Source: an optimization exercise on an open RTL-to-GDS flow (aim: small area, a short achievable clock period and few clock cycles). Production flows keep margins and buffers that such runs may drop. In this exercise RTL edits were held to simulation tests only and were not proved equivalent to the original. Power and IR drop assume default switching activity.

`flow/flow/run.sh`:
```
#!/bin/bash
# Own layout flow: the standard ORFS flow (standard.sh: the standard
# synthesis, floorplan, placement, CTS, routing, finish) with these changes
# to how the layout is made. The SDC (clock period, I/O delays and loads) is
# the standard flow's, unchanged.
#  - SETUP_SLACK_MARGIN: the timing repairs after CTS and after global
#    routing aim for this much setup slack instead of 0, so that the
#    achieved period (clock period less setup slack) shrinks.
#  - MATCH_CELL_FOOTPRINT=0: those repairs may resize a cell to any cell of
#    the same function, not only one of the same footprint.
#  - BUFFER_PORTS_ARGS: every input and output port still gets a buffer, a
#    plain buf_2 rather than the default delay-cell buffer.
set -euo pipefail
bash standard.sh \
    SETUP_SLACK_MARGIN=12.8 \
    MATCH_CELL_FOOTPRINT=0 \
    'BUFFER_PORTS_ARGS=-buffer_cell sky130_fd_sc_hd__buf_2' \
    'CTS_ARGS=-sink_clustering_enable -repair_clock_nets -dont_use_dummy_load -sink_clustering_size 24 -sink_clustering_max_diameter 80' \
    finish > flow_make.log 2>&1
```
`flow/standard.sh`:
```
#!/bin/bash
# synth_recipe.tcl (not shown) runs the flow's synth.tcl, then flattens the netlist and writes it again
# the make line also repeats each setting of config.mk as NAME=value (left out here)
make -C /OpenROAD-flow-scripts/flow DESIGN_CONFIG=/design/flow/config.mk WORK_HOME=/design/flow/orfs CLKGATE_MAP_FILE= SYNTH_SCRIPT=/design/flow/synth_recipe.tcl "${@:-finish}"
```
`flow/config.mk`:
```
export PLATFORM = sky130hd
export DESIGN_NAME = drumseq_engine
export DESIGN_NICKNAME = drumseq_engine
export VERILOG_FILES = /design/flow/design.v
export SDC_FILE = /design/flow/constraint.sdc
export NUM_CORES = 4
export LEC_CHECK = 0
export CAP_MARGIN = 20
export CORE_MARGIN = 2
export CORE_UTILIZATION = 50
export SLEW_MARGIN = 20
export SYNTH_HIERARCHICAL = 1
```
`flow/constraint.sdc`:
```
create_clock -name core_clock -period 24.0 [get_ports {clk}]
set_input_delay 4.8000 -clock core_clock [delete_from_list [all_inputs] [get_ports {clk}]]
set_output_delay 4.8000 -clock core_clock [all_outputs]
set_load 0.01 [all_outputs]
```
`flow/design.v`:
```
module drumseq_engine (
    input  wire        clk,
    input  wire        rst,           
    input  wire        cmd_valid,
    output wire        cmd_ready,
    input  wire [31:0] cmd,
    output reg         rsp_valid,
    output reg         rsp_fault,
    output reg  [31:0] rsp_data,    
    input  wire [15:0] now,
    input  wire        pbuf_we,
    input  wire [5:0]  pbuf_addr,
    input  wire [7:0]  pbuf_wdata,
    output wire [7:0]  pbuf_rdata,
    output reg         sdata,
    output reg         sclk,
    output reg         latch,
    output reg         oe
);
    function slot_ok(input [5:0] s);
        case (s[5:3])
            3'd4:    slot_ok = (s[2:0] < 3'd6);
            3'd5:    slot_ok = (s[2:0] < 3'd4);
            3'd6:    slot_ok = (s[2:0] < 3'd3);
            3'd7:    slot_ok = (s[2:0] < 3'd2);
            default: slot_ok = 1'b1;
        endcase
    endfunction
    function [2:0] voice_lm1(input [2:0] v);
        case (v)
            3'd4:    voice_lm1 = 3'd5;
            3'd5:    voice_lm1 = 3'd3;
            3'd6:    voice_lm1 = 3'd2;
            3'd7:    voice_lm1 = 3'd1;
            default: voice_lm1 = 3'd7;
        endcase
    endfunction
    reg  [511:0] pbuf;                  
    wire [511:0] bs;                    
    reg  [31:0]  ob;                    
    reg  [6:0]  current;                
    reg  [5:0]  range_start;
    reg  [5:0]  range_end;
    reg         direction;              
    reg  [8:0]  bpm;
    reg  [10:0] step_dur;
    reg  [15:0] last;
    reg         cfg_mode;
    reg  [2:0]  err_cause;
    reg  [31:0] err_cmd;
    reg         m_sh;                   
    reg         m_hs;                   
    reg         m_cp;                   
    reg         m_dv;                   
    reg  [4:0]  cnt;                    
    reg  [1:0]  ph;                     
    reg  [8:0]  scr;                    
    wire busy = m_sh | m_hs | m_cp | m_dv;
    assign cmd_ready = ~busy;
    wire [7:0]  op    = cmd[31:24];
    wire [7:0]  va    = cmd[23:16];
    wire [15:0] imm   = cmd[15:0];
    wire        va0   = (va == 8'd0);
    wire        imm0  = (imm == 16'd0);
    wire        imm_hi0 = (imm[15:6] == 10'd0);
    wire d_rdsr  = (op == 8'h01) & va0;
    wire d_bget  = (op == 8'h10);
    wire d_btgl  = (op == 8'h11);
    wire d_bset  = (op[7:1] == 7'h09);
    wire d_bsave = (op == 8'h14);
    wire d_bload = (op == 8'h15);
    wire d_adv   = (op == 8'h20) & va0 & imm0;
    wire d_rev   = (op == 8'h21) & va0 & imm0;
    wire d_prst  = (op == 8'h22) & va0 & imm0;
    wire d_rsadj = (op == 8'h23) & va0;
    wire d_rladj = (op == 8'h24) & va0;
    wire d_oget  = (op == 8'h30) & va0;
    wire d_oset  = (op[7:1] == 7'h19) & va0;
    wire d_flush = (op == 8'h34) & va0 & imm0;
    wire d_cfgm  = (op[7:1] == 7'h1b) & va0 & imm0;
    wire d_wrcfg = (op == 8'h38) & va0 & (imm[15:8] == 8'd0);
    wire d_tset  = (op == 8'h40) & va0;
    wire d_tadj  = (op == 8'h41) & va0;
    wire d_tick  = (op == 8'h42) & va0 & imm0;
    wire d_tsync = (op == 8'h43) & va0 & imm0;
    wire d_bit   = d_bget | d_btgl | d_bset;
    wire d_copy  = d_bsave | d_bload;
    wire d_voice = d_bit | d_copy;
    wire legal   = d_rdsr | d_voice | d_adv | d_rev | d_prst | d_rsadj |
                   d_rladj | d_oget | d_oset | d_flush | d_cfgm | d_wrcfg |
                   d_tset | d_tadj | d_tick | d_tsync;
    wire [2:0] v = va[2:0];
    wire voice_ok = (va[7:3] == 5'd0);
    reg bit_ok;
    always @(*) begin
        case (v)
            3'd4:    bit_ok = imm_hi0 & (imm[5:4] != 2'b11);
            3'd5:    bit_ok = imm_hi0 & ~imm[5];
            3'd6:    bit_ok = imm_hi0 & ~imm[5] & (imm[4:3] != 2'b11);
            3'd7:    bit_ok = imm_hi0 & (imm[5:4] == 2'b00) &
                              (imm[3:0] < 4'd13);
            default: bit_ok = imm_hi0;
        endcase
    end
    reg buf_ok;
    always @(*) begin
        case (v)
            3'd4:    buf_ok = imm_hi0 & (imm[5:0] <= 6'd58);
            3'd5:    buf_ok = imm_hi0 & (imm[5:0] <= 6'd60);
            3'd6:    buf_ok = imm_hi0 & (imm[5:0] <= 6'd61);
            3'd7:    buf_ok = imm_hi0 & (imm[5:0] <= 6'd62);
            default: buf_ok = imm_hi0 & (imm[5:0] <= 6'd56);
        endcase
    end
    localparam [3:0] R_ZERO = 4'd0,  R_CUR  = 4'd1,  R_RS   = 4'd2,
                     R_RE   = 4'd3,  R_DIR  = 4'd4,  R_BPM  = 4'd5,
                     R_DUR  = 4'd6,  R_LAST = 4'd7,  R_ECAU = 4'd8,
                     R_ECMD = 4'd9,  R_PINS = 4'd10, R_VAL  = 4'd11;
    reg         reg_ok;
    reg  [3:0]  reg_sel;
    reg  [6:0]  reg_const;
    always @(*) begin
        reg_ok    = 1'b1;
        reg_sel   = R_VAL;
        reg_const = 7'd0;
        case (imm)
            16'h0000: reg_sel = R_CUR;
            16'h0001: reg_sel = R_RS;
            16'h0002: reg_sel = R_RE;
            16'h0003: reg_sel = R_DIR;
            16'h0004: reg_sel = R_BPM;
            16'h0005: reg_sel = R_DUR;
            16'h0006: reg_sel = R_LAST;
            16'h0007: reg_sel = R_ECAU;
            16'h0008: reg_sel = R_ECMD;
            16'h0009: reg_sel = R_PINS;
            16'h0010: reg_const = 7'd8;
            16'h0011: reg_const = 7'd64;
            16'h0012: reg_const = 7'd4;
            16'h0013: reg_const = 7'd4;
            16'h0014: reg_const = 7'd64;
            16'h0015: reg_const = 7'd16;
            16'h0100, 16'h0101, 16'h0102, 16'h0103: reg_const = 7'd64;
            16'h0104: reg_const = 7'd48;
            16'h0105: reg_const = 7'd32;
            16'h0106: reg_const = 7'd24;
            16'h0107: reg_const = 7'd13;
            default:  reg_ok = 1'b0;
        endcase
    end
    reg [2:0] fault;
    always @(*) begin
        if (!legal)
            fault = 3'd4;
        else if (d_voice && !voice_ok)
            fault = 3'd3;
        else if (d_bit && !bit_ok)
            fault = 3'd1;
        else if (d_copy && !buf_ok)
            fault = 3'd2;
        else if ((d_flush && cfg_mode) || (d_wrcfg && !cfg_mode))
            fault = 3'd5;
        else if (d_rdsr && !reg_ok)
            fault = 3'd6;
        else
            fault = 3'd0;
    end
    wire acc    = cmd_valid & ~busy;
    wire ok     = (fault == 3'd0);
    wire acc_ok = acc & ok;
    wire [63:0] bs_row;
    wire [7:0]  bs_rd;
    bs_rd_mux u_bs_rd (.addr({v, imm[5:3]}), .alt({scr[8:6], cnt[2:0]}),
                       .use_alt(busy), .data(bs), .row(bs_row), .q(bs_rd));
    wire       bit_val = bs_rd[imm[2:0]];
    wire       bit_new = d_bset ? cmd[24] : ~bit_val;
    wire [7:0] bit_mask = 8'd1 << imm[2:0];
    wire [7:0] bs_mod  = (bs_rd & ~bit_mask) | (bit_mask & {8{bit_new}});
    wire [7:0] pb_rd;
    reg  [7:0] ld_byte;
    always @(posedge clk)
        ld_byte <= pb_rd;
    wire       bs_we    = busy ? (m_cp & ph[0] & ph[1]) : (acc_ok & (d_btgl | d_bset));
    wire [7:0] bs_wdata = rst ? 8'd0 : (busy ? ld_byte : bs_mod);
    genvar gs;
    generate
        for (gs = 0; gs < 64; gs = gs + 1) begin : g_bs
            if (slot_ok(gs)) begin : g_slot
                reg [7:0] q;
                always @(posedge clk)
                    if (rst | (bs_we & bs_row[gs]))
                        q <= bs_wdata;
                assign bs[8*gs +: 8] = q;
            end else begin : g_none
                assign bs[8*gs +: 8] = 8'd0;
            end
        end
    endgenerate
    wire [63:0] pb_row;
    pbuf_rd_mux u_pb_rd (.addr(pbuf_addr), .alt(scr[5:0]), .use_alt(busy),
                         .data(pbuf), .row(pb_row), .q(pb_rd));
    assign     pbuf_rdata = pb_rd;
    wire       pb_we    = busy ? (m_cp & ~ph[0]) : pbuf_we;
    wire [7:0] pb_wdata = rst ? 8'd0 : (busy ? bs_rd : pbuf_wdata);
    integer a;
    always @(posedge clk)
        for (a = 0; a < 64; a = a + 1)
            if (rst | (pb_we & pb_row[a]))
                pbuf[8*a +: 8] <= pb_wdata;
    wire [4:0] ob_sel = busy ? cnt : imm[4:0];
    wire       ob_bit = ob[ob_sel];
    wire       sh_bit = scr[8] ? scr[cnt[2:0]] : ob_bit;
    function [16:0] radd(input [15:0] a, input [15:0] b, input ci);
        integer i;
        reg c;
        begin
            c = ci;
            for (i = 0; i < 16; i = i + 1) begin
                radd[i] = a[i] ^ b[i] ^ c;
                c = (a[i] & b[i]) | (c & (a[i] ^ b[i]));
            end
            radd[16] = c;
        end
    endfunction
    function lt8(input [7:0] a, input [7:0] b);
        reg [16:0] r;
        begin
            r = radd({8'd0, a}, {8'd0, ~b}, 1'b1);
            lt8 = ~r[8];
        end
    endfunction
    wire [7:0]  cur8  = {current[6], current};
    wire [7:0]  lo    = {2'd0, range_start};
    wire [7:0]  re8   = {2'd0, range_end};
    wire [16:0] fwd_r = radd({8'd0, cur8}, 16'd0, 1'b1);
    wire [16:0] bwd_r = radd({8'd0, cur8}, 16'h00FF, 1'b0);
    wire [16:0] hi_r  = radd({8'd0, re8}, 16'h00FF, 1'b0);
    wire [7:0]  c_fwd = fwd_r[7:0];               
    wire [7:0]  c_bwd = bwd_r[7:0];               
    wire        fwd_wrap = ~lt8(c_fwd, re8) | lt8(c_fwd, lo);
    wire        bwd_wrap = c_bwd[7] | lt8(c_bwd, lo) | ~lt8(c_bwd, re8);
    wire [7:0]  adv_next = (direction == 1'b0) ? (fwd_wrap ? lo : c_fwd)
                                               : (bwd_wrap ? hi_r[7:0] : c_bwd);
    wire        d_neg  = imm[15];
    wire        d_big  = d_neg ? (imm[15:6] != 10'h3FF) : (imm[15:6] != 10'h000);
    wire [7:0]  ds     = d_big ? (d_neg ? 8'hC0 : 8'h3F) : {imm[6], imm[6:0]};
    wire [16:0] t_rs_r = radd({8'd0, lo}, {8'd0, ds}, 1'b0);
    wire [16:0] t_re_r = radd({8'd0, re8}, {8'd0, ds}, 1'b0);
    wire [16:0] w_r    = radd({10'd0, range_end}, {10'd0, ~range_start}, 1'b1);
    wire [7:0]  t_rs   = t_rs_r[7:0];             
    wire [7:0]  t_re   = t_re_r[7:0];             
    wire [5:0]  width  = w_r[5:0];
    wire        rs_low  = t_rs[7];                
    wire        re_high = ~t_re[7] & t_re[6];     
    wire [5:0]  rs_adj = rs_low ? 6'd0 : re_high ? ~width : t_rs[5:0];
    wire [5:0]  re_adj = rs_low ? width : re_high ? 6'd63 : t_re[5:0];
    wire        re_under = t_re[7] | lt8(t_re, lo);
    wire [5:0]  re_len = re_under ? range_start : re_high ? 6'd63 : t_re[5:0];
    wire        t_big  = d_neg ? (imm[15:9] != 7'h7F) : (imm[15:9] != 7'h00);
    wire [10:0] tset_x = (imm[15:9] != 7'h00) ? 11'd511 : {2'b00, imm[8:0]};
    wire [10:0] tadj_d = t_big ? (d_neg ? 11'h600 : 11'h1FF) : {imm[9], imm[9:0]};
    wire [16:0] tadj_r = radd({7'd0, bpm}, {5'd0, tadj_d}, 1'b0);
    wire [10:0] bpm_x  = d_tset ? tset_x : tadj_r[10:0];
    wire [16:0] lo_r   = radd({6'd0, bpm_x[9:0]}, {6'd0, ~10'd10}, 1'b1);
    wire [16:0] hi_r2  = radd({6'd0, 10'd400}, {6'd0, ~bpm_x[9:0]}, 1'b1);
    wire        bpm_lo = bpm_x[10] | ~lo_r[10];   
    wire        bpm_hi = ~bpm_x[10] & ~hi_r2[10];  
    wire [8:0]  bpm_new = bpm_lo ? 9'd10 : bpm_hi ? 9'd400 : bpm_x[8:0];
    wire [10:0] K       = 11'b010_1001_1000;    
    wire [9:0]  dv_t    = {scr, K[cnt[3:0]]};
    wire [16:0] dv_r    = radd({6'd0, dv_t}, {6'd0, ~{1'b0, bpm}}, 1'b1);
    wire [9:0]  dv_s    = dv_r[9:0];
    wire        dv_q    = dv_r[10];               
    wire [16:0] cnt_inc = radd({11'd0, cnt}, 16'd0, 1'b1);
    wire [16:0] cnt_dec = radd({11'd0, cnt}, 16'h001F, 1'b0);
    wire [16:0] ptr_inc = radd({10'd0, scr[5:0]}, 16'd0, 1'b1);
    wire [15:0] elapsed  = now - last;
    wire [16:0] over     = {1'b0, elapsed} - {6'd0, step_dur};
    wire        step_el  = ~over[16];
    wire [15:0] last_new = now - {1'b0, over[15:1]};
    reg  [3:0] rsp_sel;
    reg  [6:0] rsp_v;
    reg  [3:0] sel_new;
    reg  [6:0] v_new;
    always @(*) begin
        sel_new = R_ZERO;
        v_new   = 7'd0;
        if (!ok)
            sel_new = R_ECAU;
        else if (d_rdsr) begin
            sel_new = reg_sel;
            v_new   = reg_const;
        end else if (d_adv)
            sel_new = R_CUR;
        else if (d_bget) begin
            sel_new = R_VAL;
            v_new   = {6'd0, bit_val};
        end else if (d_oget) begin
            sel_new = R_VAL;
            v_new   = {6'd0, ob_bit & (imm[15:5] == 11'd0)};
        end else if (d_tick) begin
            sel_new = R_VAL;
            v_new   = {6'd0, step_el};
        end
    end
    always @(*) begin
        case (rsp_sel)
            R_CUR:   rsp_data = {{25{current[6]}}, current};
            R_RS:    rsp_data = {26'd0, range_start};
            R_RE:    rsp_data = {26'd0, range_end};
            R_DIR:   rsp_data = {31'd0, direction};
            R_BPM:   rsp_data = {23'd0, bpm};
            R_DUR:   rsp_data = {21'd0, step_dur};
            R_LAST:  rsp_data = {16'd0, last};
            R_ECAU:  rsp_data = {29'd0, err_cause};
            R_ECMD:  rsp_data = err_cmd;
            R_PINS:  rsp_data = {27'd0, cfg_mode, oe, latch, sclk, sdata};
            R_VAL:   rsp_data = {25'd0, rsp_v};
            default: rsp_data = 32'd0;
        endcase
    end
    wire first_bit = d_wrcfg ? cmd[0] : ob[0];
    always @(posedge clk) begin
        if (rst) begin
            ob          <= 32'd0;
            current     <= 7'd0;
            range_start <= 6'd0;
            range_end   <= 6'd16;
            direction   <= 1'b0;
            bpm         <= 9'd120;
            step_dur    <= 11'd125;
            last        <= 16'd0;
            cfg_mode    <= 1'b0;
            err_cause   <= 3'd0;
            err_cmd     <= 32'd0;
            sdata       <= 1'b0;
            sclk        <= 1'b0;
            latch       <= 1'b0;
            oe          <= 1'b1;
            m_sh        <= 1'b0;
            m_hs        <= 1'b0;
            m_cp        <= 1'b0;
            m_dv        <= 1'b0;
            cnt         <= 5'd0;
            ph          <= 2'd0;
            scr         <= 9'd0;
            rsp_valid   <= 1'b0;
            rsp_fault   <= 1'b0;
            rsp_sel     <= R_ZERO;
            rsp_v       <= 7'd0;
        end else begin
            rsp_valid <= 1'b0;
            if (acc) begin
                rsp_fault <= ~ok;
                rsp_sel   <= sel_new;
                rsp_v     <= v_new;
                rsp_valid <= ~ok | ~(d_copy | d_flush | d_wrcfg | d_cfgm |
                                     d_tset | d_tadj);
                if (!ok) begin
                    err_cause <= fault;
                    err_cmd   <= cmd;
                end else begin
                    if (d_adv)
                        current <= adv_next[6:0];
                    if (d_rev)
                        direction <= ~direction;
                    if (d_prst)
                        current <= {1'b0, range_start};
                    if (d_rsadj) begin
                        range_start <= rs_adj;
                        range_end   <= re_adj;
                    end
                    if (d_rladj)
                        range_end <= re_len;
                    if (d_oset && imm[15:5] == 11'd0)
                        ob[imm[4:0]] <= cmd[24];
                    if (d_tick && step_el)
                        last <= last_new;
                    if (d_tsync)
                        last <= now;
                    if (d_tset || d_tadj) begin
                        bpm  <= bpm_new;
                        scr  <= 9'd7;
                        cnt  <= 5'd10;
                        m_dv <= 1'b1;
                    end
                    if (d_copy) begin
                        scr  <= {v, imm[5:0]};
                        cnt  <= 5'd0;
                        ph   <= {1'b0, d_bload};
                        m_cp <= 1'b1;
                    end
                    if (d_cfgm) begin
                        scr  <= {8'd0, cmd[24]};
                        cnt  <= 5'd0;
                        m_hs <= 1'b1;
                    end
                    if (d_flush || d_wrcfg) begin
                        scr  <= {d_wrcfg, cmd[7:0]};
                        cnt  <= 5'd0;
                        m_sh <= 1'b1;
                        if (sdata != first_bit) begin
                            sdata <= first_bit;
                            ph    <= 2'd1;
                        end else begin
                            sclk  <= 1'b1;
                            ph    <= 2'd2;
                        end
                    end
                end
            end
            if (m_sh) begin
                case (ph)
                    2'd0: begin
                        if (sdata != sh_bit) begin
                            sdata <= sh_bit;
                            ph    <= 2'd1;
                        end else begin
                            sclk  <= 1'b1;
                            ph    <= 2'd2;
                        end
                    end
                    2'd1: begin
                        sclk <= 1'b1;
                        ph   <= 2'd2;
                    end
                    2'd2: begin
                        sclk <= 1'b0;
                        cnt  <= cnt_inc[4:0];
                        ph   <= (cnt == 5'd31) ? 2'd3 : 2'd0;
                    end
                    default: begin
                        cnt <= cnt_inc[4:0];
                        if (cnt == 5'd0)
                            latch <= 1'b1;
                        if (cnt == 5'd8) begin
                            latch     <= 1'b0;
                            rsp_valid <= 1'b1;
                            m_sh      <= 1'b0;
                            ph        <= 2'd0;
                        end
                    end
                endcase
            end
            if (m_hs) begin
                case (cnt[1:0])
                    2'd0:    oe    <= (cnt[4:2] == 3'd1);
                    2'd1:    latch <= scr[0] & (cnt[4:2] == 3'd3);
                    2'd2:    sclk  <= 1'b1;
                    default: sclk  <= 1'b0;
                endcase
                cnt <= cnt_inc[4:0];
                if (cnt == 5'd19) begin
                    cfg_mode  <= scr[0];
                    rsp_valid <= 1'b1;
                    m_hs      <= 1'b0;
                end
            end
            if (m_cp) begin
                if (ph[0])
                    ph[1] <= ~ph[1];
                if (!ph[0] || ph[1]) begin
                    cnt      <= cnt_inc[4:0];
                    scr[5:0] <= ptr_inc[5:0];
                    if (cnt[2:0] == voice_lm1(scr[8:6])) begin
                        rsp_valid <= 1'b1;
                        m_cp      <= 1'b0;
                        ph        <= 2'd0;
                    end
                end
            end
            if (m_dv) begin
                scr      <= dv_q ? dv_s[8:0] : dv_t[8:0];
                step_dur <= {step_dur[9:0], dv_q};
                cnt      <= cnt_dec[4:0];
                if (cnt == 5'd0) begin
                    rsp_valid <= 1'b1;
                    m_dv      <= 1'b0;
                end
            end
        end
    end
endmodule
module pbuf_pre3 (input [2:0] a, input [2:0] alt, input use_alt,
                  output [7:0] y);
    wire [2:0] f = use_alt ? alt : a;
    assign y = 8'd1 << f;
endmodule
module sel_or #(parameter N = 8) (input [N-1:0] sel, input [N-1:0] d,
                                   output y);
    assign y = |(sel & d);
endmodule
module pbuf_rd_mux (input [5:0] addr, input [5:0] alt, input use_alt,
                    input [511:0] data, output [63:0] row, output [7:0] q);
    wire [7:0] lo, hi;
    pbuf_pre3 u_lo (.a(addr[2:0]), .alt(alt[2:0]), .use_alt(use_alt), .y(lo));
    pbuf_pre3 u_hi (.a(addr[5:3]), .alt(alt[5:3]), .use_alt(use_alt), .y(hi));
    genvar i, b, k;
    generate
        for (i = 0; i < 64; i = i + 1) begin : g_row
            assign row[i] = hi[i / 8] & lo[i % 8];
        end
        for (b = 0; b < 8; b = b + 1) begin : g_bit
            wire [7:0] g;
            for (i = 0; i < 8; i = i + 1) begin : g_g
                wire [7:0] d;
                for (k = 0; k < 8; k = k + 1) begin : g_d
                    assign d[k] = data[8 * (8 * i + k) + b];
                end
                sel_or #(8) u_g (.sel(lo), .d(d), .y(g[i]));
            end
            sel_or #(8) u_q (.sel(hi), .d(g), .y(q[b]));
        end
    endgenerate
endmodule
module bs_rd_mux (input [5:0] addr, input [5:0] alt, input use_alt,
                  input [511:0] data, output [63:0] row, output [7:0] q);
    wire [7:0] lo, hi;
    pbuf_pre3 u_lo (.a(addr[2:0]), .alt(alt[2:0]), .use_alt(use_alt), .y(lo));
    pbuf_pre3 u_hi (.a(addr[5:3]), .alt(alt[5:3]), .use_alt(use_alt), .y(hi));
    genvar i, b, k;
    generate
        for (i = 0; i < 64; i = i + 1) begin : g_row
            assign row[i] = hi[i / 8] & lo[i % 8];
        end
        for (b = 0; b < 8; b = b + 1) begin : g_bit
            wire [7:0] g;
            for (i = 0; i < 8; i = i + 1) begin : g_g
                localparam L = (i < 4) ? 8 : (i == 4) ? 6 : (i == 5) ? 4 :
                               (i == 6) ? 3 : 2;
                wire [L-1:0] d;
                for (k = 0; k < L; k = k + 1) begin : g_d
                    assign d[k] = data[8 * (8 * i + k) + b];
                end
                sel_or #(L) u_g (.sel(lo[L-1:0]), .d(d), .y(g[i]));
            end
            sel_or #(8) u_q (.sel(hi), .d(g), .y(q[b]));
        end
    endgenerate
endmodule
```
==> results of run 1 <==
[layout make-up]
class / instances / area (um^2) / share of cell area (%)
flip-flops and latches: 1056 / 30000 / 56.1
multi-input cells: 2507 / 17800 / 33.3
repair buffers: 237 / 2220 / 4.14
well taps: 1265 / 1580 / 2.96
clock buffers: 58 / 1450 / 2.71
inverters: 120 / 455 / 0.850
diodes: 2 / 5.00 / 0.00935
[routing by layer]
layer | wire length [um] | vias up | global-route usage, %
met5 | 58 | - | 0
met4 | 4940 | 8 | 8.39
met3 | 12100 | 254 | 4.51
met2 | 69600 | 1537 | 46.5
met1 | 62000 | 17121 | 41.6
li1 | - | 15260 | -
[worst max-delay path by stage]
stage | slack, ns | start | cells past startpoint | endpoint
after floorplan | 12.41 | pbuf_addr[0] | 6 | pbuf_rdata[0]
after detailed placement | 11.74 | pbuf_addr[1] | 10 | pbuf_rdata[4]
final | 12.48 | pbuf_addr[0] | 9 | pbuf_rdata[7]
after global routing | 12.36 | pbuf_addr[0] | 10 | pbuf_rdata[6]
after CTS | 12.50 | pbuf_addr[0] | 10 | pbuf_rdata[6]
after global placement | 11.79 | pbuf_addr[1] | 10 | pbuf_rdata[1]
[layout by cell type (no fill, tap or decap), types with 55 or more instances in the layout]
cell       count
edfxtp_1     888
a22oi_1      460
nand2_1      425
nor2_1       180
dfxtp_1      168
a21oi_1      129
nand4_1      127
and2_1       120
inv_1        119
ha_1         112
buf_2        108
o21ai_0      100
mux2i_1       87
clkbuf_16     75
buf_4         72
a22oi_2       55
[sequential cells by signal (all words and copies together) (netlist names), 2 cells and up]
signal / flops
ob: 32
g_bs.g_slot.q: 376
pbuf: 512
range_end: 6
rsp_v: 6
current: 7
range_start: 6
err_cmd: 32
bpm: 9
ld_byte: 8
step_dur: 11
err_cause: 3
last: 16
rsp_sel: 4
scr: 9
ph: 2
cnt: 5
[report_power, final]
part / leakage, nW / switching [mW] / internal (mW)
Sequential: 10.4 / 0.0391 / 2.12
Combinational: 7.41 / 0.274 / 0.123
Clock: 0.715 / 0.569 / 0.427
Total: 18.6 / 0.881 / 2.68
[timing repair]
| item | 4_1_cts | 5_1_grt |
|---|---|---|
| resized for setup | 104 | 51 |
| pin swaps | 28 | 43 |
| setup endpoints to repair | 8 | 8 |
| buffers inserted | 14 | 20 |
| cloned | 17 | 11 |
[worst register-to-register path: cells and delay by family, from the launching register on]
family,cells,cell delay [ns]
simple gates,5,1.87
buf+inv,4,1.43
compound gates,5,1.43
mux,3,1.12
flops,1,0.30
==> summary.txt, run 1 <==
status complete, no violations; synth warn 7; nets@finish about 4,200; pin count of the biggest net entering global routing 73; routed len/inst between 20 and 30 um; Post-Syn Instances 3,836; vias per inst 6.52; Worst path top cell family by delay simple AND/OR/NAND/NOR gates; Total Power 3.56 mW; hold endpoint bpm[8]; RSZ-0062 raised after global routing true; area grow syn2layout 11.1%; max-cap viol count 0; final setup fails 0; worst slew pin tran 1.16 ns; setup ws final between 10 and 15 ns; DR vias around 34,000; I/O Buffers between 100 and 150; period utilization between 40% and 50%; Site Rows about 110; TritonCTS clock tree built; final hold slack approximately 0.46 ns; Hold Path Cell Cnt 2; crit-path max FO 36; drc violations 0; Fin Setup TNS 0 ns; # hold bufs at CTS 0; crit path max-delay cell type buf_8; gr usage total between 20% and 30%; final core utilization between 50 and 60%; die width about 310 um; vias in the first global route 31,738; Final Max Slew Viols 0; Critical R2R Launch m_dv; final HPWL from detailed placement between 80,000 and 90,000 um; 1st-iter DRT viols 4,054; Initial Utilization around 51%; CP Capture Type output port; Hold Vio Cnt, Final 0; synthesized net count 4,047; cts bufs inserted between 50 and 60; Non-Filler Instances 5,245; crit path kind primary input to output port; Ports approximately 110; fillers around 8,000; Worst Hold Class flop to flop; fin crit period roughly 12 ns; clk buf depth 3; ANT nets after route 0; drt pass-1 iters 6; Placer Congestion around 0.93; first-pass GRT wire length 214,000 um; crit path cell chain buf_8 > or2_4 > o22ai_4 > buf_8 > a22oi_1 > nand4_1 > a22oi_1 > nand4_1 > buf_2; layout cell share with drive strength beyond 1 a little under an eighth; Mapped Area about 48,000 um^2; Buf/Inv on CP 3; Placed Cells between 5,000 and 6,000; DIE HEIGHT about 310 um; Startpoint Class primary input; Peak Freq 86.8 MHz; post-route design area 53,600 um^2; Setup Skew between 0.09 and 0.1 ns; static leakage ~19 nW; DRT Wirelength 149,000 um; # H-tree levels 2; R2R Setup Slk around 18 ns; CP peak stage delay 0.38 ns; Slew headroom around 22%; initial antenna violation count 6; Area after DPL about 50,000 um^2; cell depth of the worst flop-to-flop path 17; Synth Area per Inst around 13 um^2; core area between 90,000 and 100,000 um^2; critical path arrival ~6.7 ns; clk sinks between 1,000 and 1,500; GRT overflow 0; die area around 100,000 um^2; Worst VDD drop about 75 uV; clock latency (worst-skew pair) around 0.72 ns; clock-pin slew on the worst setup and hold paths around 0.07 ns; clock root buffer master clkbuf_16; worst flop-to-flop path endpoint g_bs[22].g_slot.q[4]; hold_sp bpm[8]; CP required around 19 ns; power per cell area ~66 nW/um^2; pre-CTS setup slack 11.74 ns
Testbench counts, summed over its fixed seeds: cycles 40,792.
==> run 2: changes to the inputs <==
--- a/flow/design.v
+++ b/flow/design.v
@@ -169,8 +169,9 @@
     wire ok     = (fault == 3'd0);
     wire acc_ok = acc & ok;
-    wire [63:0] bs_row;
+    wire [7:0]  bs_lo, bs_hi;
     wire [7:0]  bs_rd;
     bs_rd_mux u_bs_rd (.addr({v, imm[5:3]}), .alt({scr[8:6], cnt[2:0]}),
-                       .use_alt(busy), .data(bs), .row(bs_row), .q(bs_rd));
+                       .use_alt(busy), .data(bs), .lo(bs_lo), .hi(bs_hi),
+                       .q(bs_rd));
     wire       bit_val = bs_rd[imm[2:0]];
     wire       bit_new = d_bset ? cmd[24] : ~bit_val;
@@ -183,4 +184,6 @@
     wire       bs_we    = busy ? (m_cp & ph[0] & ph[1]) : (acc_ok & (d_btgl | d_bset));
     wire [7:0] bs_wdata = rst ? 8'd0 : (busy ? ld_byte : bs_mod);
+    wire [7:0] bs_we_hi_n = ~({8{rst}} | ({8{bs_we}} & bs_hi));
+    wire [7:0] bs_we_lo_n = ~({8{rst}} | bs_lo);
     genvar gs;
     generate
@@ -189,5 +192,5 @@
                 reg [7:0] q;
                 always @(posedge clk)
-                    if (rst | (bs_we & bs_row[gs]))
+                    if (~(bs_we_hi_n[gs / 8] | bs_we_lo_n[gs % 8]))
                         q <= bs_wdata;
                 assign bs[8*gs +: 8] = q;
@@ -197,14 +200,16 @@
         end
     endgenerate
-    wire [63:0] pb_row;
+    wire [7:0]  pb_lo, pb_hi;
     pbuf_rd_mux u_pb_rd (.addr(pbuf_addr), .alt(scr[5:0]), .use_alt(busy),
-                         .data(pbuf), .row(pb_row), .q(pb_rd));
+                         .data(pbuf), .lo(pb_lo), .hi(pb_hi), .q(pb_rd));
     assign     pbuf_rdata = pb_rd;
     wire       pb_we    = busy ? (m_cp & ~ph[0]) : pbuf_we;
     wire [7:0] pb_wdata = rst ? 8'd0 : (busy ? bs_rd : pbuf_wdata);
+    wire [7:0] pb_we_hi_n = ~({8{rst}} | ({8{pb_we}} & pb_hi));
+    wire [7:0] pb_we_lo_n = ~({8{rst}} | pb_lo);
     integer a;
     always @(posedge clk)
         for (a = 0; a < 64; a = a + 1)
-            if (rst | (pb_we & pb_row[a]))
+            if (~(pb_we_hi_n[a / 8] | pb_we_lo_n[a % 8]))
                 pbuf[8*a +: 8] <= pb_wdata;
     wire [4:0] ob_sel = busy ? cnt : imm[4:0];
@@ -492,13 +497,10 @@
 endmodule
 module pbuf_rd_mux (input [5:0] addr, input [5:0] alt, input use_alt,
-                    input [511:0] data, output [63:0] row, output [7:0] q);
-    wire [7:0] lo, hi;
+                    input [511:0] data, output [7:0] lo, output [7:0] hi,
+                    output [7:0] q);
     pbuf_pre3 u_lo (.a(addr[2:0]), .alt(alt[2:0]), .use_alt(use_alt), .y(lo));
     pbuf_pre3 u_hi (.a(addr[5:3]), .alt(alt[5:3]), .use_alt(use_alt), .y(hi));
     genvar i, b, k;
     generate
-        for (i = 0; i < 64; i = i + 1) begin : g_row
-            assign row[i] = hi[i / 8] & lo[i % 8];
-        end
         for (b = 0; b < 8; b = b + 1) begin : g_bit
             wire [7:0] g;
@@ -515,13 +517,10 @@
 endmodule
 module bs_rd_mux (input [5:0] addr, input [5:0] alt, input use_alt,
-                  input [511:0] data, output [63:0] row, output [7:0] q);
-    wire [7:0] lo, hi;
+                  input [511:0] data, output [7:0] lo, output [7:0] hi,
+                  output [7:0] q);
     pbuf_pre3 u_lo (.a(addr[2:0]), .alt(alt[2:0]), .use_alt(use_alt), .y(lo));
     pbuf_pre3 u_hi (.a(addr[5:3]), .alt(alt[5:3]), .use_alt(use_alt), .y(hi));
     genvar i, b, k;
     generate
-        for (i = 0; i < 64; i = i + 1) begin : g_row
-            assign row[i] = hi[i / 8] & lo[i % 8];
-        end
         for (b = 0; b < 8; b = b + 1) begin : g_bit
             wire [7:0] g;
==> run 2 against run 1 <==
Net effect:
- still clean
- combinational power up 3%
- critical path depth down 3
- routed wire length down 2.9%
- count of clock-buffer cells in the layout down 4
- sequential share of layout area up 1.2 points
- non-clock buffer count down 34
- clock skew down 0.0076 ns
- synthesized cell count down 4.2%
- first-iteration DRC count down 1.7%
- core utilization down 0.77 points
- fmax down 1.0%
- global-route usage down 0.44 points
- critical path type unchanged
- critical endpoint is now pbuf_rdata[6]
- largest cell class unchanged
==> summary.txt, run 2 <==
Setup Skew 0.0857 ns (-0.00760 ns); cell depth of the worst flop-to-flop path 17 (unchanged); initial antenna violation count 4 (-2); fin crit period 11.64 ns (+0.117 ns); CP Capture Type output port; Worst Hold Class flop to flop; worst flop-to-flop path endpoint g_bs[2].g_slot.q[2]; Final Max Slew Viols 0 (unchanged); routed len/inst 28.5 um (+0.47%); setup ws final 12.36 ns (-0.117 ns); Ports 113 (unchanged); crit path max-delay cell type o22ai_1; crit path kind primary input to output port; vias per inst 6.57 (+0.77%); vias in the first global route 31,601 (-0.43%); Area after DPL 49,900 um^2 (-1.5%); Fin Setup TNS 0 ns (unchanged); DR WL met3 11,600 um (-4.5%); post-route design area 52,400 um^2 (-2.1%); Peak Freq 85.9 MHz (-1.0%); pre-CTS setup slack 11.74 ns (+0.00390 ns); Total Power 3.53 mW (-0.83%); final hold slack 0.464 ns (+0.00760 ns); worst slew pin tran 1.33 ns (+0.168 ns); static leakage 18.1 nW (-2.6%); gr usage total 28.7% (-0.44 points); Hold Vio Cnt, Final 0 (unchanged); die area 97,400 um^2 (-1.5%); max layer used met5; period utilization 48.5% (+0.49 points); Synth Area per Inst 12.9 um^2 (+2.8%); RSZ-0062 raised after global routing true; layout cell share with drive strength beyond 1 10.7% (-1.1 points); crit-path max FO 9 (-75%); DR vias 33,281 (-2.6%); Site Rows 113 (unchanged); Placed Cells 4,971 (-2.9%); clk sinks 1,056 (unchanged); DRT met1 WL 59,800 um (-3.5%); Critical R2R Launch m_dv; drt pass-1 iters 8 (+2); nets@finish 4,012 (-4.3%); Worst Setup EP pbuf_rdata[6]; CP startpoint pbuf_addr[3]; I/O Buffers 112 (unchanged); wire length on met2 68,300 um (-1.8%); R2R Setup Slk 16.92 ns (-0.59 ns); clock latency (worst-skew pair) 0.70 ns (-0.02 ns); drc violations 0 (unchanged); final setup fails 0 (unchanged); Non-Filler Instances 5,068 (-3.4%); CP required 19.20 ns (about the same); GRT overflow 0 (unchanged); Worst VDD drop 73.6 uV (-2.3%); Placer Congestion 0.950 (+2.3%); pin count of the biggest net entering global routing 70 (-4.1%); first-pass GRT wire length 210,000 um (-2.0%); cts bufs inserted 54 (-6.9%); Largest register FFs 512 (unchanged); largest register by flop count pbuf; final HPWL from detailed placement 90,900 um (+2.7%); CP most frequent cell buf_2; final core utilization 55.4% (-0.77 points); synth warn 7 (unchanged); clock-pin slew on the worst setup and hold paths 0.06 ns (about the same); Initial Utilization 50.2% (-0.40 points); Startpoint Class primary input; most frequent cells in the layout edfxtp_1, a22oi_1, nor2_1; crit path cell chain buf_2 > nand2b_1 > o22ai_1 > a22oi_1 > nand4_1 > buf_2; die width 312 um (-0.76%); Post-Syn Instances 3,673 (-4.2%); Mapped Area 47,500 um^2 (-1.5%); status complete, no violations; Slew headroom 11.6% (-10 points); fillers 7,847 (-1.9%); area grow syn2layout 10.4%; DIE HEIGHT 312 um (-0.76%); CP peak stage delay 1.04 ns (+0.66 ns); clk buf depth 3 (unchanged); critical path arrival 6.84 ns (+0.12 ns); synthesized net count 3,884 (-4.0%); clock root buffer master clkbuf_16; ANT nets after route 0 (unchanged); DRT Wirelength 144,000 um (-2.9%); 1st-iter DRT viols 3,987 (-1.7%); core area 94,600 um^2 (-0.74%); Top Registers pbuf (512), g_bs.g_slot.q (376); TritonCTS clock tree built; # H-tree levels 2 (unchanged); power per cell area 67.3 nW/um^2 (+1.3%); most common cell after layout, fill and taps aside edfxtp_1; max-cap viol count 0 (unchanged)
run 2: area by class of cell:
cell class	count	area, um^2	area share (%)
sequential	1056	30000	57.3
antenna	4	10.0	0.0191
multi-input combinational	2359	17100	32.6
clock buffer	54	1350	2.58
timing repair buffer	203	1870	3.56
tap	1265	1580	3.02
inverter	127	477	0.909
run 2: per-layer routing:
metal,track usage (%),up-vias
met5,0,-
met4,8.60,4
met3,4.34,240
met2,46.5,1577
met1,40.3,16664
li1,-,14796
run 2: worst min-delay path by stage:
stage / cells after the start / from / to / slack (ns)
3_5_place_dp: 2 / ob[28] / ob[28] / 0.46
6_report: 2 / ob[12] / ob[12] / 0.46
5_1_grt: 2 / ob[12] / ob[12] / 0.48
3_3_place_gp: 2 / ob[12] / ob[12] / 0.45
2_1_floorplan: 2 / ob[10] / ob[10] / 0.44
4_1_cts: 2 / ob[12] / ob[12] / 0.47
run 2: critical path: cells and delay by family:
| family | cells | cell delay, ns |
|---|---|---|
| AO/OA/AOI/OAI | 2 | 1.28 |
| buffers and inverters | 2 | 0.31 |
| AND/OR/NAND/NOR | 2 | 0.44 |
run 2: power breakdown:
group	internal, mW	switching, mW	total [mW]	leakage [nW]
clock	0.400	0.555	0.955	0.665
sequential	2.13	0.0366	2.16	10.2
combinational	0.125	0.284	0.409	7.22
run 2: what timing repair did:
action,CTS,global route
gates cloned,15,6
hold buffers,0,0
setup buffers,9,4
endpoints found under the setup margin,8,8
pin swaps,31,45
resized for setup,108,26
Testbench counts of run 2, summed over its fixed seeds: cycles 40,792.
==> run 3: changes to the inputs <==
--- a/flow/design.v
+++ b/flow/design.v
@@ -213,4 +213,12 @@
             if (~(pb_we_hi_n[a / 8] | pb_we_lo_n[a % 8]))
                 pbuf[8*a +: 8] <= pb_wdata;
+    wire [31:0] ob_we  = {32{acc_ok & d_oset & (imm[15:5] == 11'd0)}} &
+                         (32'd1 << imm[4:0]);
+    wire        ob_d   = ~rst & cmd[24];
+    integer o;
+    always @(posedge clk)
+        for (o = 0; o < 32; o = o + 1)
+            if (rst | ob_we[o])
+                ob[o] <= ob_d;
     wire [4:0] ob_sel = busy ? cnt : imm[4:0];
     wire       ob_bit = ob[ob_sel];
@@ -280,8 +288,35 @@
     wire [16:0] cnt_dec = radd({11'd0, cnt}, 16'h001F, 1'b0);
     wire [16:0] ptr_inc = radd({10'd0, scr[5:0]}, 16'd0, 1'b1);
-    wire [15:0] elapsed  = now - last;
-    wire [16:0] over     = {1'b0, elapsed} - {6'd0, step_dur};
-    wire        step_el  = ~over[16];
-    wire [15:0] last_new = now - {1'b0, over[15:1]};
+    function [16:0] bkadd(input [15:0] a, input [15:0] b, input ci);
+        integer i, d;
+        reg [15:0] p, g, gg, pp;
+        begin
+            p  = a ^ b;
+            g  = a & b;
+            gg = g;
+            pp = p;
+            gg[0] = g[0] | (p[0] & ci);
+            for (d = 1; d < 16; d = d * 2)
+                for (i = 2 * d - 1; i < 16; i = i + 2 * d) begin
+                    gg[i] = gg[i] | (pp[i] & gg[i - d]);
+                    pp[i] = pp[i] & pp[i - d];
+                end
+            for (d = 4; d >= 1; d = d / 2)
+                for (i = 3 * d - 1; i < 16; i = i + 2 * d) begin
+                    gg[i] = gg[i] | (pp[i] & gg[i - d]);
+                    pp[i] = pp[i] & pp[i - d];
+                end
+            bkadd[0] = p[0] ^ ci;
+            for (i = 1; i < 16; i = i + 1)
+                bkadd[i] = p[i] ^ gg[i - 1];
+            bkadd[16] = gg[15];
+        end
+    endfunction
+    wire [16:0] el_r     = bkadd(now, ~last, 1'b1);
+    wire [15:0] elapsed  = el_r[15:0];
+    wire [16:0] over     = bkadd(elapsed, ~{5'd0, step_dur}, 1'b1);
+    wire        step_el  = over[16];                  
+    wire [16:0] ln_r     = bkadd(now, ~{1'b0, over[15:1]}, 1'b1);
+    wire [15:0] last_new = ln_r[15:0];
     reg  [3:0] rsp_sel;
     reg  [6:0] rsp_v;
@@ -328,5 +363,4 @@
     always @(posedge clk) begin
         if (rst) begin
-            ob          <= 32'd0;
             current     <= 7'd0;
             range_start <= 6'd0;
@@ -378,6 +412,4 @@
                     if (d_rladj)
                         range_end <= re_len;
-                    if (d_oset && imm[15:5] == 11'd0)
-                        ob[imm[4:0]] <= cmd[24];
                     if (d_tick && step_el)
                         last <= last_new;
==> run 3 against run 2 <==
Net effect:
- via count is 3.5% lower
- count of clock-buffer cells in the layout increased by 2
- critical path depth increased by 3
- area after synthesis down 1.5%
- die area shrank 1.5%
- power down 0.46%
- first-iteration DRC count decreased by 6.8%
- register-to-register slack improved by 0.21 ns
- worst setup slack better by 0.046 ns
- final area fell by 2.0%
- routed wire length down 3.6%
- largest cell class unchanged
- largest power group unchanged
==> summary.txt, run 3 <==
worst flop-to-flop path endpoint g_bs[21].g_slot.q[4]; final HPWL from detailed placement 87,100 um (-4.2%); TritonCTS clock tree built; Ports 113 (unchanged); Sw Ratio 24.2% (-0.60 points); CP startpoint pbuf_addr[2]; Placer Congestion 0.925 (-2.6%); RSZ-0062 raised after global routing true; most frequent cells in the layout edfxtp_1, a22oi_1, nand2_1; cts bufs inserted 56 (+3.7%); Startpoint Class primary input; ANT nets after route 0 (unchanged); clock-pin slew on the worst setup and hold paths 0.07 ns (about the same); core area 93,000 um^2 (-1.6%); fillers 7,753 (-1.2%); Setup Skew 0.0521 ns (-0.0337 ns); Initial Utilization 50.3% (+0.066 points); DIE HEIGHT 310 um (-0.74%); clock root buffer master clkbuf_16; clk sinks 1,056 (unchanged); power per cell area 68.4 nW/um^2 (+1.6%); Seq pwr share 62.1% (+0.8 points); # H-tree levels 2 (unchanged); Hold Vio Cnt, Final 0 (unchanged); pin count of the biggest net entering global routing 82 (+17%); Final Max Slew Viols 0 (unchanged); period utilization 48.3% (-0.19 points); Largest register FFs 512 (unchanged); Synth Area per Inst 13.3 um^2 (+3.0%); area of the multi-input gates 16,000 um^2 (-6.3%); critical path arrival 6.79 ns (-0.05 ns); clk buf depth 3 (unchanged); drt pass-1 iters 8 (unchanged); R2R Setup Slk 17.13 ns (+0.21 ns); # hold bufs at CTS 0 (unchanged); Post-Syn Instances 3,512 (-4.4%); Seq. cell area 30,400 um^2 (+1.1%); layout cell share with drive strength beyond 1 10.9% (+0.21 points); fin crit period 11.59 ns (-0.0457 ns); Mapped Area 46,800 um^2 (-1.5%); Site Rows 112 (-0.88%); CP Capture Type output port; DR vias 32,119 (-3.5%); Worst Setup EP pbuf_rdata[2]; I/O Buffers 112 (unchanged); vias in the first global route 31,027 (-1.8%); status complete, no violations; nets@finish 3,845 (-4.2%); post-route design area 51,400 um^2 (-2.0%); combinational cell fraction of total power 10.3% (-1.3 points); Worst Hold Class flop to flop; Clock power frac 27.6% (+0.5 points); area grow syn2layout 9.85%; routed len/inst 28.5 um (+0.17%); CP required 19.20 ns (about the same); first-pass GRT wire length 204,000 um (-2.9%); crit path kind primary input to output port; internal power 2.66 mW (+0.34%); cell depth of the worst flop-to-flop path 15 (-2); Area after DPL 49,100 um^2 (-1.5%); static leakage 17.4 nW (-4.0%); max-cap viol count 0 (unchanged); drc violations 0 (unchanged); Critical R2R Launch m_dv; final hold slack 0.465 ns (+0.000517 ns); Antenna Cells 0 (-4); Switch Pwr 0.851 mW (-2.9%); Slew headroom 21.1% (+9.4 points); gr usage total 28.8% (+0.090 points); die area 96,000 um^2 (-1.5%); most common cell after layout, fill and taps aside edfxtp_1; die width 310 um (-0.74%); synth warn 7 (unchanged); vias per inst 6.59 (+0.29%); clock latency (worst-skew pair) 0.70 ns (about the same); crit-path max FO 8 (-1); GRT overflow 0 (unchanged); initial antenna violation count 1 (-3); DRT Wirelength 139,000 um (-3.6%); Peak Freq 86.3 MHz (+0.39%); largest register by flop count pbuf; synthesized net count 3,732 (-3.9%); final setup fails 0 (unchanged); Top Registers pbuf (512), g_bs.g_slot.q (376); Worst VDD drop 58.8 uV (-20%); Fin Setup TNS 0 ns (unchanged); 1st-iter DRT viols 3,714 (-6.8%); worst slew pin tran 1.18 ns (-0.146 ns)
## run 3: critical path: stages
cell and delay, ns:
buf_8 0.10, or4_4 0.54, o21ai_4 0.25, clkbuf_16 0.31, a22oi_2 0.08, nand4_1 0.17
a22oi_2 0.11, nand4_1 0.24, buf_2 0.18
## run 3: final cells by class
cell class / instances / share of cell area [%]
Clock buffer: 56 / 2.73
Timing Repair Buffer: 188 / 3.05
Inverter: 121 / 0.884
Tap cell: 1254 / 3.05
Multi-Input combinational cell: 2202 / 31.2
Sequential cell: 1056 / 59.1
## run 3: timing repair
item	in CTS	in global routing
setup endpoints to repair	8	8
pin swaps	22	17
cloned	15	0
setup buffers	3	1
resized for setup	70	16
## run 3: power groups by stage
stage / clock network, mW / registers, mW / logic [mW]
global route: 1.05 / 2.19 / 0.388
finish: 0.970 / 2.18 / 0.361
CTS: 0.986 / 2.18 / 0.352
floorplan: 0 / 2.20 / 0.206
global placement: 0 / 2.22 / 0.328
detailed placement: 0 / 2.22 / 0.338
## run 3: worst min-delay path by stage
stage,end,depth (start not counted),startpoint,slack (ns)
2_1_floorplan,rsp_v[4],2,rsp_v[4],0.43
3_3_place_gp,rsp_v[4],2,rsp_v[4],0.46
3_5_place_dp,rsp_v[4],2,rsp_v[4],0.45
4_1_cts,rsp_v[4],2,rsp_v[4],0.47
5_1_grt,rsp_v[4],2,rsp_v[4],0.48
6_report,rsp_v[4],2,rsp_v[4],0.46
## run 3: metal layers
layer | vias up | track usage, % | part of all wire (%)
met4 | 2 | 10.6 | 3.7
met2 | 1503 | 45.6 | 47
met1 | 16259 | 40.3 | 41
met5 | - | 0 | 0.013
li1 | 14110 | - | -
met3 | 245 | 4.75 | 8.3
## run 3: through the flow
stage / util [%] / total power, mW / cells / setup WS (ns)
global route: 55.2 / 3.63 / 4877 / 12.40
floorplan: - / 2.41 / 3512 / 12.49
global placement: 52.8 / 2.54 / 4798 / 11.95
detailed placement: 52.8 / 2.56 / 4798 / 11.89
finish: 55.2 / 3.51 / 4877 / 12.41
CTS: 55.0 / 3.52 / 4872 / 12.48
Testbench counts of run 3, summed over its fixed seeds: cycles 40,792.
==> run 4: changes to the inputs <==
--- a/flow/design.v
+++ b/flow/design.v
@@ -521,6 +521,23 @@
 module pbuf_pre3 (input [2:0] a, input [2:0] alt, input use_alt,
                   output [7:0] y);
-    wire [2:0] f = use_alt ? alt : a;
-    assign y = 8'd1 << f;
+    wire [2:0] a_n = ~a;
+    wire       nu  = ~use_alt;
+    wire [7:0] s_n = ~({8{use_alt}} & (8'd1 << alt));
+    genvar i;
+    generate
+        for (i = 0; i < 8; i = i + 1) begin : g_i
+            wire t_n;
+            cell_nand4 u_t (.a(nu), .b(i[0] ? a[0] : a_n[0]),
+                            .c(i[1] ? a[1] : a_n[1]), .d(i[2] ? a[2] : a_n[2]),
+                            .y(t_n));
+            cell_nand2 u_y (.a(t_n), .b(s_n[i]), .y(y[i]));
+        end
+    endgenerate
+endmodule
+module cell_nand4 (input a, input b, input c, input d, output y);
+    assign y = ~(a & b & c & d);
+endmodule
+module cell_nand2 (input a, input b, output y);
+    assign y = ~(a & b);
 endmodule
 module sel_or #(parameter N = 8) (input [N-1:0] sel, input [N-1:0] d,
==> run 4 against run 3 <==
Net effect:
- worst setup slack improved by 0.035 ns
- critical path depth increased by 2
- first-iteration DRC count increased by 28%
- sequential power about the same
- fmax increased by 0.31%
- final area increased by 0.13%
- power about the same
- die area decreased by 0.26%
- clock skew increased by 0.021 ns
- via count increased by 2.4%
==> summary.txt, run 4 <==
clock-pin slew on the worst setup and hold paths 0.07 ns (about the same); fin crit period 11.55 ns (-0.0355 ns); synth warn 7 (unchanged); DR vias 32,885 (+2.4%); Post-Syn Instances 3,536 (+0.68%); Largest register FFs 512 (unchanged); critical path arrival 6.75 ns (-0.04 ns); first-pass GRT wire length 211,000 um (+3.5%); final setup fails 0 (unchanged); Slew headroom 15.7% (-5.4 points); clk buf depth 3 (unchanged); Site Rows 112 (unchanged); DIE HEIGHT 309 um (-0.13%); clock latency (worst-skew pair) 0.67 ns (-0.03 ns); Worst Hold Class flop to flop; Setup Skew 0.0726 ns (+0.0206 ns); nets@finish 3,892 (+1.2%); most common cell after layout, fill and taps aside edfxtp_1; Seq. cell area 30,400 um^2 (unchanged); CP required 19.20 ns (about the same); routed len/inst 29.8 um (+4.5%); static leakage 17.6 nW (+1.2%); I/O Buffers 112 (unchanged); pre-CTS setup slack 11.94 ns (+0.0503 ns); Startpoint Class primary input; TritonCTS clock tree built; CP peak stage delay 0.27 ns (-0.27 ns); Fin Setup TNS 0 ns (unchanged); GRT overflow 0 (unchanged); Initial Utilization 50.2% (-0.056 points); Placer Congestion 0.931 (+0.65%); Top Registers pbuf (512), g_bs.g_slot.q (376); Synth Area per Inst 13.2 um^2 (-0.94%); core area 92,900 um^2 (-0.15%); DRT Wirelength 147,000 um (+5.5%); setup ws final 12.45 ns (+0.0355 ns); Non-Filler Instances 4,926 (+1.0%); crit-path max FO 16 (+8); crit path kind primary input to output port; Total Power 3.51 mW (about the same); drc violations 0 (unchanged); die width 309 um (-0.13%); cts bufs inserted 55 (-1.8%); 1st-iter DRT viols 4,754 (+28%); die area 95,700 um^2 (-0.26%); synthesized net count 3,756 (+0.64%); layout cell share with drive strength beyond 1 11.7% (+0.79 points); fillers 7,653 (-1.3%); Worst VDD drop 58.5 uV (-0.46%); Placed Cells 4,816 (+0.38%); most frequent cells in the layout edfxtp_1, a22oi_1, nand2_1; initial antenna violation count 4 (+3); CP most frequent cell nand4_1; Final Max Slew Viols 0 (unchanged); Peak Freq 86.5 MHz (+0.31%); CP Capture Type output port; pin count of the biggest net entering global routing 78 (-4.9%); area grow syn2layout 10.3%; # H-tree levels 2 (unchanged); drt pass-1 iters 6 (-2); crit path cell chain buf_6 > inv_4 > nand4_1 > buf_6 > nand2_8 > buf_4 > a22oi_1 > nand4_1 > a22oi_2 > nand4_1 > buf_2; worst slew pin tran 1.26 ns (+0.0809 ns); # hold bufs at CTS 0 (unchanged); period utilization 48.1% (-0.15 points); post-route design area 51,400 um^2 (+0.13%); vias per inst 6.68 (+1.4%); area of the multi-input gates 16,400 um^2 (+2.3%); Ports 113 (unchanged); Mapped Area 46,600 um^2 (-0.26%); RSZ-0062 raised after global routing true; ANT nets after route 0 (unchanged); power per cell area 68.3 nW/um^2 (about the same); crit path max-delay cell type nand4_1; status complete, no violations; max-cap viol count 0 (unchanged); largest register by flop count pbuf; clock root buffer master clkbuf_16; vias in the first global route 31,358 (+1.1%); Area after DPL 48,800 um^2 (-0.59%); Hold Vio Cnt, Final 0 (unchanged); final HPWL from detailed placement 88,000 um (+1.0%); clk sinks 1,056 (unchanged); gr usage total 30.0% (+1.2 points)
[run 4: worst paths after layout]
kind	start	endpoint	slack, ns	cells after the start
worst max-delay path	pbuf_addr[1]	pbuf_rdata[2]	12.45	11
worst min-delay path	err_cause[2]	err_cause[2]	0.46	2
worst max register to register	m_dv	g_bs[4].g_slot.q[4]	16.65	16
worst min register to register	err_cause[2]	err_cause[2]	0.46	2
[run 4: timing repair]
| item | 4_1_cts | 5_1_grt |
|---|---|---|
| setup endpoints to repair | 8 | 8 |
| gates resized for setup | 98 | 15 |
| pin swaps | 63 | 20 |
| gates cloned | 31 | 1 |
| buffers inserted | 11 | 5 |
[run 4: metal layers]
layer  part of all wire (%)  global-route usage (%)
met1                     40                    41.5
met2                     46                    47.5
met3                    9.6                    5.77
met4                    4.1                    11.0
met5                  0.026                       0
[run 4: power breakdown]
| group | internal (mW) | total [mW] | switching [mW] | leakage [nW] |
|---|---|---|---|---|
| clock network | 0.407 | 0.963 | 0.556 | 0.678 |
| registers | 2.14 | 2.18 | 0.0426 | 10.2 |
| logic | 0.103 | 0.368 | 0.265 | 6.64 |
| total | 2.65 | 3.51 | 0.864 | 17.6 |
[run 4: stage by stage]
stage | util [%] | hold slack [ns]
floorplan | - | 0.422
global placement | 52.6 | 0.450
detailed placement | 52.6 | 0.451
CTS | 55.1 | 0.460
global route | 55.4 | 0.481
finish | 55.4 | 0.461
[run 4: final cells by class]
class	count	share of cell area, %
Inverter	133	0.985
Sequential cell	1056	59.0
Multi-Input combinational cell	2248	31.9
Timing Repair Buffer	178	2.39
Clock buffer	55	2.68
Antenna cell	2	0.00973
Tap cell	1254	3.05
[run 4: worst max-delay path, delay by kind of cell]
kind	cells	cell delay, ns
compound gates	2	0.41
buf+inv	5	0.77
simple gates	4	0.75
Testbench counts of run 4, summed over its fixed seeds: cycles 40,792.
==> run 5: changes to the inputs <==
--- a/flow/flow/run.sh
+++ b/flow/flow/run.sh
@@ -11,8 +11,11 @@
 #  - BUFFER_PORTS_ARGS: every input and output port still gets a buffer, a
 #    plain buf_2 rather than the default delay-cell buffer.
+#  - IO_CONSTRAINTS (flow/io.tcl): the pbuf_addr and pbuf_rdata pins are
+#    placed together on one stretch of the die edge.
 set -euo pipefail
 bash standard.sh \
     SETUP_SLACK_MARGIN=12.8 \
     MATCH_CELL_FOOTPRINT=0 \
+    IO_CONSTRAINTS=$PWD/flow/io.tcl \
     'BUFFER_PORTS_ARGS=-buffer_cell sky130_fd_sc_hd__buf_2' \
     'CTS_ARGS=-sink_clustering_enable -repair_clock_nets -dont_use_dummy_load -sink_clustering_size 24 -sink_clustering_max_diameter 80' \
==> flow/flow/io.tcl (new file) <==
# Pin placement: the pbuf_addr inputs and pbuf_rdata outputs, whose
# combinational path through the PBUF read port sets the achieved period,
# go together on one stretch of the left die edge.
set_io_pin_constraint -pin_names {pbuf_addr[0] pbuf_addr[1] pbuf_addr[2] pbuf_addr[3] pbuf_addr[4] pbuf_addr[5] pbuf_rdata[0] pbuf_rdata[1] pbuf_rdata[2] pbuf_rdata[3] pbuf_rdata[4] pbuf_rdata[5] pbuf_rdata[6] pbuf_rdata[7]} -region left:130-180
==> run 5 against run 4 <==
Net effect:
- die area is the same
- combinational power grew 2%
- critical endpoint is now pbuf_rdata[6]
- clock skew grew 0.014 ns
==> summary.txt, run 5 <==
pin count of the biggest net entering global routing 67 (-14%); I/O Buffers 112 (unchanged); synth warn 7 (unchanged); RSZ-0062 raised after global routing true; die width 309 um (unchanged); Hold Path Cell Cnt 2 (unchanged); drt pass-1 iters 9 (+3); CP Depth 11 (unchanged); nets@finish 3,907 (+0.39%); Initial Utilization 50.2% (unchanged); Worst Hold Class flop to flop; area of the multi-input gates 16,500 um^2 (+0.71%); DR vias 33,154 (+0.82%); clock latency (worst-skew pair) 0.68 ns (about the same); # hold bufs at CTS 0 (unchanged); status complete, no violations; final HPWL from detailed placement 85,200 um (-3.2%); # H-tree levels 2 (unchanged); clock root buffer master clkbuf_16; Synth Area per Inst 13.2 um^2 (unchanged); clk buf depth 3 (unchanged); Worst path top cell family by delay simple AND/OR/NAND/NOR gates; Site Rows 112 (unchanged); vias per inst 6.71 (+0.53%); gr usage total 30.0% (about the same); static leakage 17.7 nW (+0.80%); GRT overflow 0 (unchanged); Total Power 3.50 mW (-0.23%); fillers 7,594 (-0.77%); power per cell area 67.7 nW/um^2 (-0.91%); CP Capture Type output port; cell depth of the worst flop-to-flop path 17 (+1); Mapped Area 46,600 um^2 (unchanged); Top Registers pbuf (512), g_bs.g_slot.q (376); Fin Setup TNS 0 ns (unchanged); max-cap viol count 0 (unchanged); ANT nets after route 0 (unchanged); most common cell after layout, fill and taps aside edfxtp_1; area grow syn2layout 11.0%; Post-Syn Instances 3,536 (unchanged); critical path arrival 6.91 ns (+0.16 ns); final setup fails 0 (unchanged); routed len/inst 29.6 um (-0.66%); Final Max Slew Viols 0 (unchanged); vias in the first global route 31,488 (+0.41%); Slew headroom 17.9% (+2.2 points); DRT Wirelength 146,000 um (-0.38%); Area after DPL 48,900 um^2 (about the same); Ports 113 (unchanged); post-route design area 51,800 um^2 (+0.68%); Worst VDD drop 55.7 uV (-4.8%); TritonCTS clock tree built; core area 92,900 um^2 (unchanged); synthesized net count 3,756 (unchanged); 1st-iter DRT viols 4,679 (-1.6%); largest register by flop count pbuf; crit path cell chain buf_12 > inv_6 > nand4_1 > buf_12 > buf_12 > nand2_8 > a22oi_2 > nand4_1 > a22oi_2 > nand4_1 > buf_2; crit path kind primary input to output port; die area 95,700 um^2 (unchanged); crit-path max FO 8 (-8); final core utilization 55.7% (+0.38 points); Hold Vio Cnt, Final 0 (unchanged); worst slew pin tran 1.23 ns (-0.0333 ns); cts bufs inserted 54 (-1.8%); Setup Skew 0.0865 ns (+0.0138 ns); DIE HEIGHT 309 um (unchanged); Buf/Inv on CP 5 (unchanged); layout cell share with drive strength beyond 1 12.1% (+0.44 points); fin crit period 11.71 ns (+0.152 ns); CP peak stage delay 0.44 ns (+0.17 ns); clk sinks 1,056 (unchanged); initial antenna violation count 3 (-1); Largest register FFs 512 (unchanged); Startpoint Class primary input; first-pass GRT wire length 211,000 um (-0.11%); CP required 19.20 ns (about the same); Placer Congestion 0.917 (-1.5%); clock-pin slew on the worst setup and hold paths 0.08 ns (about the same); period utilization 48.8% (+0.63 points); most frequent cells in the layout edfxtp_1, a22oi_1, nand2_1; Seq. cell area 30,400 um^2 (unchanged); drc violations 0 (unchanged); Peak Freq 85.4 MHz (-1.3%); crit path max-delay cell type a22oi_2
## run 5: per-stage QoR
stage	setup slack, ns	hold slack (ns)	instances
global placement	11.94	0.446	4816
global route	12.36	0.488	4939
finish	12.29	0.466	4940
CTS	12.57	0.468	4916
floorplan	13.00	0.422	3536
detailed placement	11.88	0.457	4817
## run 5: where the power goes
group / leakage, nW / total [mW] / switching [mW] / internal (mW)
clock: 0.665 / 0.950 / 0.550 / 0.400
combinational: 6.80 / 0.376 / 0.270 / 0.106
sequential: 10.2 / 2.18 / 0.0401 / 2.14
## run 5: layout make-up
cell class	count	share of cell area, %
flip-flops and latches	1056	58.6
multi-input cells	2245	31.9
well taps	1254	3.03
repair buffers	197	2.87
clock buffers	54	2.61
inverters	133	0.988
diodes	1	0.00483
## run 5: per-layer routing
| layer | vias up | GRT usage [%] | wire length [um] | part of all wire [%] |
|---|---|---|---|---|
| li1 | 14229 | - | - | - |
| met3 | 390 | 6.98 | 16400 | 11 |
| met2 | 1962 | 46.3 | 66000 | 45 |
| met1 | 16569 | 41.8 | 57700 | 39 |
| met4 | 4 | 10.8 | 6140 | 4.2 |
| met5 | - | 0 | 27 | 0.018 |
## run 5: worst min-delay path, delay by kind of cell, from the launching register on
family           cells  cell delay [ns]
AND/OR/NAND/NOR      1             0.05
AO/OA/AOI/OAI        1             0.05
flip-flops           1             0.32
## run 5: final timing paths
check	slack, ns	start	endpoint
setup / recovery	12.29	pbuf_addr[0]	pbuf_rdata[6]
hold / removal	0.47	rsp_v[2]	rsp_v[2]
setup reg to reg	17.01	m_dv	g_bs[8].g_slot.q[6]
hold reg to reg	0.47	rsp_v[2]	rsp_v[2]
## run 5: what timing repair did
action,4_1_cts,5_1_grt
gates resized for setup,106,29
pin swaps,55,41
setup buffers,16,20
gates cloned,29,0
endpoints found under the setup margin,8,8

==> separate check: timing with driven ports <==
No port has a modelled driver above. Below, the same layouts with a new extraction and two added sets of constraints.
Step 1: set_driving_cell puts a clkbuf_16 on clk and a buf_2 on each other input, an assumption about the parent block.
Step 2, shift: input delay + t, output delay - t, t = (earliest + latest rising clock arrival at the registers) / 2. This alone moves slack from input paths to output paths.
Slacks: ideal / step 1 / step 2; pairs: ideal / step 1.
run	t (ns)	slack for setup (ns)	hold WS [ns]	worst setup path at the end	worst register clock-pin slew, ns
run 1	0.741	12.482 / 12.442 / 12.442	0.457 / 0.457 / 0.457	input to output	0.10 / 0.10
run 2	0.719	12.364 / 12.342 / 12.342	0.464 / 0.464 / 0.464	input to output	0.10 / 0.10
run 3	0.742	12.410 / 12.369 / 12.369	0.465 / 0.465 / 0.465	input to output	0.10 / 0.10
run 4	0.693	12.445 / 12.390 / 12.390	0.461 / 0.461 / 0.461	input to output	0.10 / 0.10
run 5	0.689	12.294 / 12.233 / 12.233	0.466 / 0.466 / 0.466	input to output	0.10 / 0.10
After both steps setup and hold are still met in every run listed. For run 5, which loses most, drivers alone change the setup slack by -0.061 ns; drivers and shift together by -0.061 ns.
